Source: an optimization exercise on an open RTL-to-GDS flow (aim: small area). Production flows keep margins and buffers that such runs may drop. At most, simulation tests tie the RTL to the original design; equivalence was not proved. Power is estimated from default activity; no workload was simulated.

== fjord ==
==> flow/design.v (excerpt) <==
module srqd_core #(
    parameter PULSE_CYCLES = 4       
) (
    input  wire        clk,
    input  wire        rst,          
    input  wire        cmd_valid,
    output wire        cmd_ready,
    input  wire [15:0] cmd_word,
    output wire        rsp_valid,
    output wire [2:0]  rsp_status,
    output wire [1:0]  rsp_info,
    output reg  [31:0] result,
    output reg         fault,
    output wire [1:0]  sr_state,
    output wire [1:0]  qd_state,
    input  wire [5:0]  pin_deny,
    input  wire        notify_fail,
    input  wire        line_fail,
    output reg         sr_data,
    output reg         sr_shclk,
    output reg         sr_latch,
    output wire        sr_oe,
    input  wire        qd_a,
    input  wire        qd_b,
    input  wire        qd_sw,
    output wire        qd_oe,
    output wire        qd_armed
);
clock: 10.0 ns
lec_check: 0
cap_margin: 20
core_margin: 2
core_utilization: 40
place_density: 0.6
slew_margin: 20
standard.sh (not shown) runs the stock make flow with config.mk's settings and CLKGATE_MAP_FILE= SYNTH_SCRIPT=/design/flow/synth_recipe.tcl, a recipe that flattens the netlist after the stock synthesis.
==> flow/flow/run.sh <==
#!/bin/bash
# The standard layout (standard.sh), with:
#  - synthesis mapped by an area-oriented abc script (flow/synth.tcl), without
#    the half/full-adder extraction step,
#  - ports buffered with the smallest buffer,
#  - a clock tree of small buffers without dummy loads.
# make's output goes to standard.log; each ORFS step logs to orfs/logs.
set -euo pipefail
W=$PWD
bash standard.sh \
  SYNTH_SCRIPT=$W/flow/synth.tcl MY_ABC_SCRIPT=$W/flow/area.abc ADDER_MAP_FILE= \
  "BUFFER_PORTS_ARGS=-buffer_cell sky130_fd_sc_hd__buf_1" \
  "CTS_ARGS=-sink_clustering_enable -repair_clock_nets -dont_use_dummy_load -buf_list sky130_fd_sc_hd__clkbuf_8 -sink_clustering_size 24" \
  finish > standard.log 2>&1
==> flow/flow/area.abc <==
strash; &get -n; &st; &dch -f; &nf -a -R 1000; &put
==> flow/flow/synth.tcl <==
# The standard flow's synthesis (synth_recipe.tcl) with one change: abc maps with the
# area-oriented script in MY_ABC_SCRIPT instead of ORFS's speed script.
proc synth {args} { yosys synth -nofsm -noshare {*}$args }
proc abc {args} {
  set i [lsearch -exact $args -script]
  if { $i >= 0 } { set args [lreplace $args $i [expr {$i + 1}] -script $::env(MY_ABC_SCRIPT)] }
  yosys abc {*}$args
}
source $::env(SCRIPTS_DIR)/synth.tcl
# left out here: clear keep_hierarchy, flatten, clean up, hide names made inside functions, write 1_2_yosys.v
#### Input delta (quartz over fjord)
--- a/flow/design.v
+++ b/flow/design.v
@@ -165,40 +165,37 @@
     wire rd       = m_one & (ph == K_READ) & ~rst;
     always @(posedge clk) begin
         sw_q <= qd_sw;
         result <= ({32{rd}} & count) | ({32{~rd & ~rst}} & result);
         count  <= ({32{~cnt_zero & cnt_pre}} & {count[23:0], imm})
                 | ({32{~cnt_zero & ~cnt_pre}} & (count ^ tgl[31:0]));
         if (idle) begin
-            imm  <= cmd_word[7:0];
-            td   <= op[1] & op[0];      
-            bitn <= 3'd0;
-        end else if (m_shift & ph4) begin
-            bitn <= bitn + 3'd1;
-        end
+            imm <= cmd_word[7:0];
+            td  <= op[1] & op[0];       
+        end
+        bitn <= {3{~idle}} & (bitn + {2'b00, m_shift & ph4});
+        ph <= idle ? n_ph : (m_shift & ph4) ? {3{~bit7}} : ph + 3'd1;
         curr_a <= qd_a;      
         if ((m_qdi & ph2 & ok) | (m_poll & ph1 & ok)) last_a <= m_qdi ? qd_a : curr_a;
         if (rst) begin
             mode       <= M_IDLE;
             sr_st      <= SR_UNCON;
             qd_st      <= QD_UNCON;
             rc         <= ST_OK;
             fault      <= 1'b0;
             sr_data    <= 1'b0;
             sr_shclk   <= 1'b0;
             sr_latch   <= 1'b0;
         end else begin
-            if (idle) begin
+            if (idle)
                 mode <= cmd_valid ? n_mode : M_IDLE;
-                ph   <= n_ph;
-            end else begin
-                if (done) mode <= M_RESP;
-                else if (m_shift & ph4 & bit7) mode <= M_LAT;
-                ph <= (m_shift & ph4) ? {3{~bit7}} : ph + 3'd1;
-            end
+            else if (done)
+                mode <= M_RESP;
+            else if (m_shift & ph4 & bit7)
+                mode <= M_LAT;
             if (done) rc <= d_code;
             if (ev_fail) fault <= 1'b1;
             if (ok) begin
                 if (m_shift & ph7) sr_data <= ser_bit;
                 if (m_lat & ph5)   sr_data <= 1'b0;
                 if (m_shift & ph0) sr_shclk <= 1'b1;
                 if (m_shift & ph4) sr_shclk <= 1'b0;
Findings:
In quartz, setup slack is lower than in fjord. Row number of fill cells: quartz lower / fjord higher. fjord and quartz ended up with nearly the same clock-pin slew on the worst setup and hold paths. Of fjord and quartz, the lower setup slack on the worst flop-to-flop path belongs to fjord. quartz went all the way through synthesis, placement and routing and the layout is clean on timing, DRC and antenna. Count of nets after finishing was higher in quartz than in fjord.
The RTL of fjord was laid out without a check of its function.

========
Setup of v31:
The RTL this note starts from:
==> flow/design.v <==
module srqd_core #(
    parameter PULSE_CYCLES = 4       
) (
    input  wire        clk,
    input  wire        rst,          
    input  wire        cmd_valid,
    output wire        cmd_ready,
    input  wire [15:0] cmd_word,
    output wire        rsp_valid,
    output wire [2:0]  rsp_status,
    output wire [1:0]  rsp_info,
    output reg  [31:0] result,
    output reg         fault,
    output wire [1:0]  sr_state,
    output wire [1:0]  qd_state,
    input  wire [5:0]  pin_deny,
    input  wire        notify_fail,
    input  wire        line_fail,
    output reg         sr_data,
    output reg         sr_shclk,
    output reg         sr_latch,
    output wire        sr_oe,
    input  wire        qd_a,
    input  wire        qd_b,
    input  wire        qd_sw,
    output wire        qd_oe,
    output wire        qd_armed
);
    localparam ST_OK       = 3'd0;
    localparam ST_RESOURCE = 3'd1;
    localparam ST_NOTIFY   = 3'd2;
    localparam ST_LINE     = 3'd3;
    localparam ST_LIFE     = 3'd4;
    localparam ST_ILLEGAL  = 3'd5;
    localparam SR_UNCON = 2'd0;
    localparam SR_READY = 2'd1;
    localparam SR_FAIL  = 2'd2;
    localparam SR_TORN  = 2'd3;
    localparam QD_UNCON = 2'd0;
    localparam QD_LIVE  = 2'd1;
    localparam QD_FAIL  = 2'd2;
    localparam QD_REL   = 2'd3;
    localparam M_IDLE  = 3'd0;
    localparam M_RESP  = 3'd1;
    localparam M_ONE   = 3'd2;       
    localparam M_SRI   = 3'd3;       
    localparam M_SHIFT = 3'd4;       
    localparam M_LAT   = 3'd5;       
    localparam M_QDI   = 3'd6;       
    localparam M_POLL  = 3'd7;       
    localparam K_NOP   = 3'd0;
    localparam K_READ  = 3'd2;
    localparam K_RESET = 3'd3;
    localparam K_REL   = 3'd4;
    localparam K_PRE   = 3'd5;
    localparam K_LIFE  = 3'd6;
    localparam K_ILL   = 3'd7;
    localparam P_RISE = 3'd0;
    localparam P_FALL = 3'd4;
    localparam P_DATA = 3'd7;
    reg [2:0]  mode;
    reg [2:0]  ph;
    reg [2:0]  bitn;
    reg        td;           
    reg [7:0]  imm;
    reg [1:0]  sr_st;
    reg [1:0]  qd_st;
    reg [31:0] count;
    reg        last_a;
    reg        curr_a;
    reg        sw_q;
    wire idle = (mode[2:1] == 2'b00);
    assign cmd_ready = idle;
    assign rsp_valid = (mode == M_RESP);
    assign sr_state  = sr_st;
    assign qd_state  = qd_st;
    wire sr_up = sr_st[0] ^ sr_st[1];            
    wire qd_up = qd_st[0] ^ qd_st[1];            
    assign sr_oe    = sr_up | (mode == M_SRI && ph != 3'd0);
    assign qd_oe    = qd_up | (mode == M_QDI && ph != 3'd0);
    assign qd_armed = qd_up | (mode == M_QDI && ph == 3'd2);
    wire sw_fall = qd_up & sw_q & ~qd_sw;
    wire [7:0] op   = cmd_word[15:8];
    wire       imm0 = (cmd_word[7:0] == 8'h00);
    reg [2:0] n_mode;
    reg [2:0] n_ph;
    always @(*) begin
        n_mode = M_ONE;
        n_ph   = K_ILL;
        case (op)
            8'h10: if (imm0) begin
                       if (sr_st == SR_UNCON) begin n_mode = M_SRI; n_ph = 3'd0; end
                       else n_ph = K_LIFE;
                   end
            8'h11: if (sr_st == SR_READY) begin n_mode = M_SHIFT; n_ph = P_DATA; end
                   else n_ph = K_LIFE;
            8'h12: if (imm0) begin
                       if (sr_st == SR_READY) begin n_mode = M_LAT; n_ph = P_RISE; end
                       else n_ph = K_LIFE;
                   end
            8'h13: if (imm0) begin
                       if (sr_st == SR_TORN) n_ph = K_NOP;
                       else if (sr_up) begin n_mode = M_SHIFT; n_ph = P_DATA; end
                       else n_ph = K_LIFE;
                   end
            8'h20: if (imm0) begin
                       if (qd_st == QD_UNCON) begin n_mode = M_QDI; n_ph = 3'd0; end
                       else n_ph = K_LIFE;
                   end
            8'h21: if (imm0) begin
                       if (qd_st == QD_LIVE) begin n_mode = M_POLL; n_ph = 3'd0; end
                       else n_ph = K_LIFE;
                   end
            8'h22: if (imm0) n_ph = (qd_st == QD_UNCON) ? K_LIFE : K_READ;
            8'h23: if (imm0) n_ph = (qd_st == QD_UNCON) ? K_LIFE : K_RESET;
            8'h24: if (imm0) n_ph = (qd_st == QD_UNCON) ? K_LIFE : K_REL;
            8'h25:           n_ph = (qd_st == QD_UNCON) ? K_LIFE : K_PRE;
            default: ;
        endcase
    end
    wire m_one   = (mode == M_ONE);
    wire m_sri   = (mode == M_SRI);
    wire m_shift = (mode == M_SHIFT);
    wire m_lat   = (mode == M_LAT);
    wire m_qdi   = (mode == M_QDI);
    wire m_poll  = (mode == M_POLL);
    wire ph0 = (ph == 3'd0);
    wire ph1 = (ph == 3'd1);
    wire ph2 = (ph == 3'd2);
    wire ph3 = (ph == 3'd3);
    wire ph4 = (ph == 3'd4);
    wire ph5 = (ph == 3'd5);
    wire ph6 = (ph == 3'd6);
    wire ph7 = (ph == 3'd7);
    wire bit7 = (bitn == 3'd7);
    wire sr_ev = (m_sri & ~ph0) | ((m_shift | m_lat) & ~(ph1 | ph2 | ph3));
    wire qd_ev = (m_qdi & ph2) | m_poll;
    wire ev_fail = (sr_ev | qd_ev) & line_fail;
    wire ok = ~line_fail;
    wire sr_deny = pin_deny[0] | pin_deny[1] | pin_deny[2];
    wire qd_deny = pin_deny[3] | pin_deny[4] | pin_deny[5];
    wire stop_fail = ev_fail & ~td;
    wire done = m_one
              | (m_sri & ((ph0 & sr_deny) | ph3))
              | (m_shift & ph4 & bit7 & ~td)
              | (m_lat & ((ph4 & ~td) | ph7))
              | (m_qdi & ((ph0 & qd_deny) | (ph1 & notify_fail) | ph2))
              | (m_poll & ph1)
              | stop_fail;
    localparam C_RES1 = 3'd6;
    localparam C_RES2 = 3'd7;
    reg [2:0] rc;
    assign rsp_status = {rc[2] & ~rc[1], rc[1] & ~rc[2], rc[0] | (rc[2] & rc[1])};
    assign rsp_info   = {rc[2] & rc[1] & rc[0], rc[2] & rc[1] & ~rc[0]};
    reg [2:0] d_code;
    always @(*) begin
        d_code = ST_OK;
        if (m_one) begin
            if (ph == K_LIFE) d_code = ST_LIFE;
            if (ph == K_ILL)  d_code = ST_ILLEGAL;
        end else if (stop_fail) begin
            d_code = ST_LINE;
        end else if (m_sri & ph0) begin
            d_code = pin_deny[0] ? ST_RESOURCE : pin_deny[1] ? C_RES1 : C_RES2;
        end else if (m_qdi & ph0) begin
            d_code = pin_deny[3] ? ST_RESOURCE : pin_deny[4] ? C_RES1 : C_RES2;
        end else if (m_qdi & ph1) begin
            d_code = ST_NOTIFY;
        end
    end
    wire ser_bit = imm[3'd7 - bitn];
    wire        dn = (qd_b == curr_a);
    wire [32:0] tgl;
    assign tgl[0] = m_poll & ph1 & ok & (curr_a != last_a);
    genvar gi;
    generate
        for (gi = 0; gi < 32; gi = gi + 1) begin : g_tgl
            assign tgl[gi+1] = tgl[gi] & (count[gi] ^ dn);
        end
    endgenerate
    wire cnt_zero = rst | sw_fall | (m_qdi & ph1) | (m_one & (ph == K_RESET));
    wire cnt_pre  = m_one & (ph == K_PRE);
    wire rd       = m_one & (ph == K_READ) & ~rst;
    always @(posedge clk) begin
        sw_q <= qd_sw;
        result <= ({32{rd}} & count) | ({32{~rd & ~rst}} & result);
        count  <= ({32{~cnt_zero & cnt_pre}} & {count[23:0], imm})
                | ({32{~cnt_zero & ~cnt_pre}} & (count ^ tgl[31:0]));
        if (idle) begin
            imm  <= cmd_word[7:0];
            td   <= (op == 8'h13);
            bitn <= 3'd0;
        end else if (m_shift & ph4) begin
            bitn <= bitn + 3'd1;
        end
        curr_a <= qd_a;      
        if ((m_qdi & ph2 & ok) | (m_poll & ph1 & ok)) last_a <= m_qdi ? qd_a : curr_a;
        if (rst) begin
            mode       <= M_IDLE;
            sr_st      <= SR_UNCON;
            qd_st      <= QD_UNCON;
            rc         <= ST_OK;
            fault      <= 1'b0;
            sr_data    <= 1'b0;
            sr_shclk   <= 1'b0;
            sr_latch   <= 1'b0;
        end else begin
            if (idle) begin
                mode <= cmd_valid ? n_mode : M_IDLE;
                ph   <= n_ph;
            end else begin
                if (done) mode <= M_RESP;
                else if (m_shift & ph4 & bit7) mode <= M_LAT;
                ph <= (m_shift & ph4) ? {3{~bit7}} : ph + 3'd1;
            end
            if (done) rc <= d_code;
            if (ev_fail) fault <= 1'b1;
            if (ok) begin
                if (m_shift & ph7) sr_data <= ser_bit;
                if (m_lat & ph5)   sr_data <= 1'b0;
                if (m_shift & ph0) sr_shclk <= 1'b1;
                if (m_shift & ph4) sr_shclk <= 1'b0;
                if (m_lat & ph6)   sr_shclk <= 1'b0;
                if (m_lat & ph0)   sr_latch <= 1'b1;
                if (m_lat & (ph4 | ph7)) sr_latch <= 1'b0;
            end
            if (m_sri & ~ph0 & line_fail) sr_st <= SR_FAIL;
            else if (m_sri & ph3)         sr_st <= SR_READY;
            if ((m_shift | m_lat) & stop_fail) sr_st <= SR_FAIL;
            if (m_lat & ph7)              sr_st <= SR_TORN;
            if (m_qdi & ph2)              qd_st <= line_fail ? QD_FAIL : QD_LIVE;
            if (m_poll & line_fail)       qd_st <= QD_FAIL;
            if (m_one & (ph == K_REL))    qd_st <= QD_REL;
        end
    end
endmodule
Settings: LEC_CHECK=0, CAP_MARGIN=20, CORE_MARGIN=2, CORE_UTILIZATION=40, PLACE_DENSITY=0.6, SLEW_MARGIN=20; clock period 10.0 ns.
==> flow/flow/run.sh <==
#!/bin/bash
# The standard layout (standard.sh), with:
#  - synthesis mapped by an area-oriented abc script (flow/synth.tcl),
#  - ports buffered with the smallest buffer,
#  - a clock tree of mid-size buffers without dummy loads.
# make's output goes to standard.log; each ORFS step logs to orfs/logs.
set -euo pipefail
W=$PWD
bash standard.sh \
  SYNTH_SCRIPT=$W/flow/synth.tcl MY_ABC_SCRIPT=$W/flow/area.abc \
  "BUFFER_PORTS_ARGS=-buffer_cell sky130_fd_sc_hd__buf_1" \
  "CTS_ARGS=-sink_clustering_enable -repair_clock_nets -dont_use_dummy_load -buf_list sky130_fd_sc_hd__clkbuf_8 -sink_clustering_size 16" \
  finish > standard.log 2>&1
Scripts as last shown in full above: flow/flow/area.abc, flow/flow/synth.tcl
Relative to v31, the following input files were edited for v21:
--- a/flow/design.v
+++ b/flow/design.v
@@ -4,14 +4,14 @@
     input  wire        clk,
     input  wire        rst,          
     input  wire        cmd_valid,
     output wire        cmd_ready,
     input  wire [15:0] cmd_word,
     output wire        rsp_valid,
-    output wire [2:0]  rsp_status,
-    output wire [1:0]  rsp_info,
+    output reg  [2:0]  rsp_status,
+    output reg  [1:0]  rsp_info,
     output reg  [31:0] result,
     output reg         fault,
     output wire [1:0]  sr_state,
     output wire [1:0]  qd_state,
     input  wire [5:0]  pin_deny,
     input  wire        notify_fail,
@@ -46,16 +46,16 @@
     localparam M_SRI   = 3'd3;       
     localparam M_SHIFT = 3'd4;       
     localparam M_LAT   = 3'd5;       
     localparam M_QDI   = 3'd6;       
     localparam M_POLL  = 3'd7;       
     localparam K_NOP   = 3'd0;
-    localparam K_READ  = 3'd2;
-    localparam K_RESET = 3'd3;
-    localparam K_REL   = 3'd4;
-    localparam K_PRE   = 3'd5;
+    localparam K_READ  = 3'd1;
+    localparam K_RESET = 3'd2;
+    localparam K_REL   = 3'd3;
+    localparam K_PRE   = 3'd4;
     localparam K_LIFE  = 3'd6;
     localparam K_ILL   = 3'd7;
     localparam P_RISE = 3'd0;
     localparam P_FALL = 3'd4;
     localparam P_DATA = 3'd7;
     reg [2:0]  mode;
@@ -76,13 +76,13 @@
     assign qd_state  = qd_st;
     wire sr_up = sr_st[0] ^ sr_st[1];            
     wire qd_up = qd_st[0] ^ qd_st[1];            
     assign sr_oe    = sr_up | (mode == M_SRI && ph != 3'd0);
     assign qd_oe    = qd_up | (mode == M_QDI && ph != 3'd0);
     assign qd_armed = qd_up | (mode == M_QDI && ph == 3'd2);
-    wire sw_fall = qd_up & sw_q & ~qd_sw;
+    wire sw_fall = qd_armed & sw_q & ~qd_sw;
     wire [7:0] op   = cmd_word[15:8];
     wire       imm0 = (cmd_word[7:0] == 8'h00);
     reg [2:0] n_mode;
     reg [2:0] n_ph;
     always @(*) begin
         n_mode = M_ONE;
@@ -144,31 +144,30 @@
               | (m_sri & ((ph0 & sr_deny) | ph3))
               | (m_shift & ph4 & bit7 & ~td)
               | (m_lat & ((ph4 & ~td) | ph7))
               | (m_qdi & ((ph0 & qd_deny) | (ph1 & notify_fail) | ph2))
               | (m_poll & ph1)
               | stop_fail;
-    localparam C_RES1 = 3'd6;
-    localparam C_RES2 = 3'd7;
-    reg [2:0] rc;
-    assign rsp_status = {rc[2] & ~rc[1], rc[1] & ~rc[2], rc[0] | (rc[2] & rc[1])};
-    assign rsp_info   = {rc[2] & rc[1] & rc[0], rc[2] & rc[1] & ~rc[0]};
-    reg [2:0] d_code;
+    reg [2:0] d_status;
+    reg [1:0] d_info;
     always @(*) begin
-        d_code = ST_OK;
+        d_status = ST_OK;
+        d_info   = 2'd0;
         if (m_one) begin
-            if (ph == K_LIFE) d_code = ST_LIFE;
-            if (ph == K_ILL)  d_code = ST_ILLEGAL;
+            if (ph == K_LIFE) d_status = ST_LIFE;
+            if (ph == K_ILL)  d_status = ST_ILLEGAL;
         end else if (stop_fail) begin
-            d_code = ST_LINE;
+            d_status = ST_LINE;
         end else if (m_sri & ph0) begin
-            d_code = pin_deny[0] ? ST_RESOURCE : pin_deny[1] ? C_RES1 : C_RES2;
+            d_status = ST_RESOURCE;
+            d_info   = pin_deny[0] ? 2'd0 : pin_deny[1] ? 2'd1 : 2'd2;
         end else if (m_qdi & ph0) begin
-            d_code = pin_deny[3] ? ST_RESOURCE : pin_deny[4] ? C_RES1 : C_RES2;
+            d_status = ST_RESOURCE;
+            d_info   = pin_deny[3] ? 2'd0 : pin_deny[4] ? 2'd1 : 2'd2;
         end else if (m_qdi & ph1) begin
-            d_code = ST_NOTIFY;
+            d_status = ST_NOTIFY;
         end
     end
     wire ser_bit = imm[3'd7 - bitn];
     wire        dn = (qd_b == curr_a);
     wire [32:0] tgl;
     assign tgl[0] = m_poll & ph1 & ok & (curr_a != last_a);
@@ -190,33 +189,38 @@
             imm  <= cmd_word[7:0];
             td   <= (op == 8'h13);
             bitn <= 3'd0;
         end else if (m_shift & ph4) begin
             bitn <= bitn + 3'd1;
         end
-        curr_a <= qd_a;      
+        if (m_poll & ph0) curr_a <= qd_a;
         if ((m_qdi & ph2 & ok) | (m_poll & ph1 & ok)) last_a <= m_qdi ? qd_a : curr_a;
         if (rst) begin
             mode       <= M_IDLE;
             sr_st      <= SR_UNCON;
             qd_st      <= QD_UNCON;
-            rc         <= ST_OK;
+            rsp_status <= ST_OK;
+            rsp_info   <= 2'd0;
             fault      <= 1'b0;
             sr_data    <= 1'b0;
             sr_shclk   <= 1'b0;
             sr_latch   <= 1'b0;
         end else begin
             if (idle) begin
                 mode <= cmd_valid ? n_mode : M_IDLE;
                 ph   <= n_ph;
+            end else if (done) begin
+                mode <= M_RESP;
             end else begin
-                if (done) mode <= M_RESP;
-                else if (m_shift & ph4 & bit7) mode <= M_LAT;
+                if (m_shift & ph4 & bit7) mode <= M_LAT;
                 ph <= (m_shift & ph4) ? {3{~bit7}} : ph + 3'd1;
             end
-            if (done) rc <= d_code;
+            if (done) begin
+                rsp_status <= d_status;
+                rsp_info   <= d_info;
+            end
             if (ev_fail) fault <= 1'b1;
             if (ok) begin
                 if (m_shift & ph7) sr_data <= ser_bit;
                 if (m_lat & ph5)   sr_data <= 1'b0;
                 if (m_shift & ph0) sr_shclk <= 1'b1;
                 if (m_shift & ph4) sr_shclk <= 1'b0;
- Re share of total power in combinational logic: v21 is 1.4 points down on v31.
- v21: utilization is 0.50 points higher than what v31 reported.
- v21 ends up with a setup slack of the most critical reg-to-reg path that is 0.02 ns higher than in v31.
- v21 vs. v31: count of buffers not belonging to the clock network in the layout went up by about 3.6%.
- Delta(setup slack, v21 - v31) < 0
- When the final numbers for v31 and v21 were put side by side, the worst hold slack turned out to be smaller in v31.
- v21 vs v31: routed length on met2 up by a few percent
- Relative to v31, power has decreased by about 0.8% in v21.
- Final non-filler cell area in v21 vs v31: up 1.9%
- Final critical delay including setup and external delays: v21 vs v31 up 0.10 ns
- Re total of flip-flops plus latches after synthesis: v21 is 2.1% up on v31.
- [v21] part of the total power dissipated in the clock network rose 0.2 points relative to v31
- Area of the core region sits higher in v21 than in v31.

==> afterwards: timing with drivers on the ports <==
The results above use ideal ports. As a check the final layouts listed here were re-extracted and re-timed, cells and wires unchanged. Step 1 assumes that a clkbuf_16 drives the clock port and a buf_2 every other input. Step 2 also shifts input and output timing later by t, the mid clock arrival at the registers, as if the neighbouring blocks saw the same clock. a / b / c = ideal / step 1 / step 2; a / b = the first two.
run | t, ns | slack for setup (ns) | slew at the worst register clock pin (ns) | cell pins on the clock port's net
fjord | 0.387 | 2.818 / 2.804 / 2.417 | 0.10 / 0.10 | 1
quartz | 0.378 | 2.755 / 2.766 / 2.388 | 0.09 / 0.09 | 1
v31 | 0.396 | 2.757 / 2.750 / 2.354 | 0.10 / 0.10 | 1
v21 | 0.385 | 2.652 / 2.662 / 2.278 | 0.10 / 0.10 | 1
After both steps setup and hold are still met in every run listed. For v31, which loses most, drivers alone change the setup slack by -0.007 ns; drivers and shift together by -0.403 ns.
